This design comes from an exercise in tuning for small area, a short achievable clock period and few clock cycles on the open sky130 flow, not from production work.
In this exercise RTL edits were held to simulation tests only and were not proved equivalent to the original.
Power figures rest on the tool's default switching activity, not on a simulated workload.

// jkbus_io
module jkbus_io (
    input  wire         clk,
    input  wire         rst,           
    input  wire         cmd_valid,
    output wire         cmd_ready,
    input  wire [31:0]  cmd,
    input  wire [7:0]   ext_rdata,     
    output reg          rsp_valid,     
    output wire [7:0]   rsp_data,
    output reg          ext_valid,     
    output wire         ext_we,
    output wire [1:0]   ext_dev,
    output wire [15:0]  ext_port,
    output wire [7:0]   ext_data,
    output reg          xtick_valid,   
    output wire [27:0]  xtick_count,
    output reg          reset_ev,      
    output wire [3:0]   pb_valid,      
    output wire [31:0]  pb_data,
    output wire [127:0] pb_time,
    output wire         stb_valid,     
    output wire [31:0]  stb_time
);
    localparam [7:0] PORT_IDLE = 8'hFF;
    reg  [31:0] c;
    reg  [7:0]  cx;        
    reg         cv;        
    reg         st;        
    reg  [7:0]  cr0;
    reg         cr1_7, cr2_0, cr2_2;
    reg  [3:0]  cr3_52;    
    reg  [7:0]  inlatch;
    reg  [17:0] keylatch;
    reg  [31:0] tnow;
    wire [15:0] addr = c[23:8];
    wire [7:0]  dat  = c[7:0];
    wire [1:0]  k_len = c[25:24];
    wire [7:0]  k_w0  = c[15:8];
    wire [7:0]  k_w1  = c[7:0];
    wire is_ioread   = c[31:24] == 8'h20 && c[7:0] == 8'h00;
    wire is_iowrite  = c[31:24] == 8'h30;
    wire is_setkey   = c[31:26] == 6'b100000 && c[23:16] == 8'h00 && k_len != 2'd3
                       && !(k_len == 2'd0 && (k_w0 != 8'd0 || k_w1 != 8'd0))
                       && !(k_len == 2'd1 && k_w1 != 8'd0);
    wire is_setinput = c[31:8] == 24'h900000;
  ...
For scale: ~2,000 cells after synthesis, about 270 flip-flops, roughly 0.018 mm² of cells after synthesis.
clock: 8.0 ns
lec_check: 0
cap_margin: 0
core_margin: 2
core_utilization: 35
cts_buf_list: sky130_fd_sc_hd__clkbuf_8
place_density: 0.6
setup_slack_margin: 3.5
slew_margin: 0
tns_end_percent: 10
standard.sh (not shown) runs the stock make flow with config.mk's settings and CLKGATE_MAP_FILE= SYNTH_SCRIPT=/design/flow/synth_recipe.tcl, a recipe that flattens the netlist after the stock synthesis.
==> flow/flow/run.sh <==
#!/bin/bash
# The standard layout (standard.sh runs ORFS from the standard synthesis to the
# final layout), with the smallest buffer, sky130_fd_sc_hd__buf_1, on each port.
export BUFFER_PORTS_ARGS="-buffer_cell sky130_fd_sc_hd__buf_1"
bash standard.sh > standard.log 2>&1
The starting point passed the timing, DRC and antenna checks.
Testbench counts at the start, summed over its fixed seeds: cycles 317,289.
Rerun with:
==> flow/config.mk (replaced) <==
export PLATFORM = sky130hd
export DESIGN_NAME = jkbus_io
export DESIGN_NICKNAME = jkbus_io
export VERILOG_FILES = /design/flow/design.v
export SDC_FILE = /design/flow/constraint.sdc
export NUM_CORES = 4
export LEC_CHECK = 0
export CAP_MARGIN = 20
export CORE_MARGIN = 2
export CORE_UTILIZATION = 45
export CTS_BUF_LIST = sky130_fd_sc_hd__clkbuf_8
export PLACE_DENSITY = 0.65
export SETUP_SLACK_MARGIN = 3.7
export SLEW_MARGIN = 20
export TNS_END_PERCENT = 3
Final cell count is lower by 6.0%.
Total power falls by 4.1%.
Worst setup slack improves by 0.021 ns.
Worst hold slack gains 0.0031 ns.
Die area falls by 22%.
Register-to-register slack gets better by 0.02 ns.
Synthesized area is unchanged.
Clock power fell by about 9%.
Rerun with:
--- a/flow/config.mk
+++ b/flow/config.mk
@@ -9,7 +9,7 @@
 export CORE_MARGIN = 2
-export CORE_UTILIZATION = 45
+export CORE_UTILIZATION = 35
 export CTS_BUF_LIST = sky130_fd_sc_hd__clkbuf_8
-export PLACE_DENSITY = 0.65
-export SETUP_SLACK_MARGIN = 3.7
+export PLACE_DENSITY = 0.6
+export SETUP_SLACK_MARGIN = 4.0
 export SLEW_MARGIN = 20
-export TNS_END_PERCENT = 3
+export TNS_END_PERCENT = 10
Result:
- sequential share of layout area went down by 1.1 points
- power grows by 6.8%
- cell area rises by 3.5%
- worst setup slack improves by 0.11 ns
- non-clock buffer count goes up by 26
- via count grows by 0.57%
- synthesized cell count is unchanged
Rerun with:
--- a/flow/config.mk
+++ b/flow/config.mk
@@ -12,4 +12,4 @@
 export PLACE_DENSITY = 0.6
-export SETUP_SLACK_MARGIN = 4.0
+export SETUP_SLACK_MARGIN = 3.7
 export SLEW_MARGIN = 20
-export TNS_END_PERCENT = 10
+export TNS_END_PERCENT = 3
Result: Sequential power hardly moves. Sequential cell count stays the same. Core utilization is lower by 0.86 points.

what the ideal ports hide:
How much do the figures lean on ideal ports? The routed layouts below were timed once more, with nothing changed but the port constraints.
Step 1 assumes that a clkbuf_16 drives the clock port and a buf_2 every other input.
Step 2 times the ports against the registers' clock, not the clock port: input delays grow and output delays shrink by t, the midpoint of the rising clock arrivals with the driver on.
Slacks: no drivers / after step 1 / after step 2; pairs: no drivers / after step 1.
run	t (ns)	setup slack, ns	latest minus earliest clock arrival (ns)	slew at the worst register clock pin (ns)	worst slew at a driven data input, ns
the first run	0.675	3.523 / 3.523 / 3.523	0.075 / 0.075	0.07 / 0.07	0.09
the second run	0.643	3.545 / 3.502 / 3.545	0.022 / 0.022	0.07 / 0.07	0.08
the third run	0.691	3.653 / 3.653 / 3.653	0.045 / 0.045	0.07 / 0.07	0.09
the fourth run	0.673	3.598 / 3.550 / 3.484	0.056 / 0.056	0.07 / 0.07	0.05
After both steps every run listed still meets setup and hold. For the fourth run, which loses most, drivers alone change the setup slack by -0.048 ns; drivers and shift together by -0.114 ns.
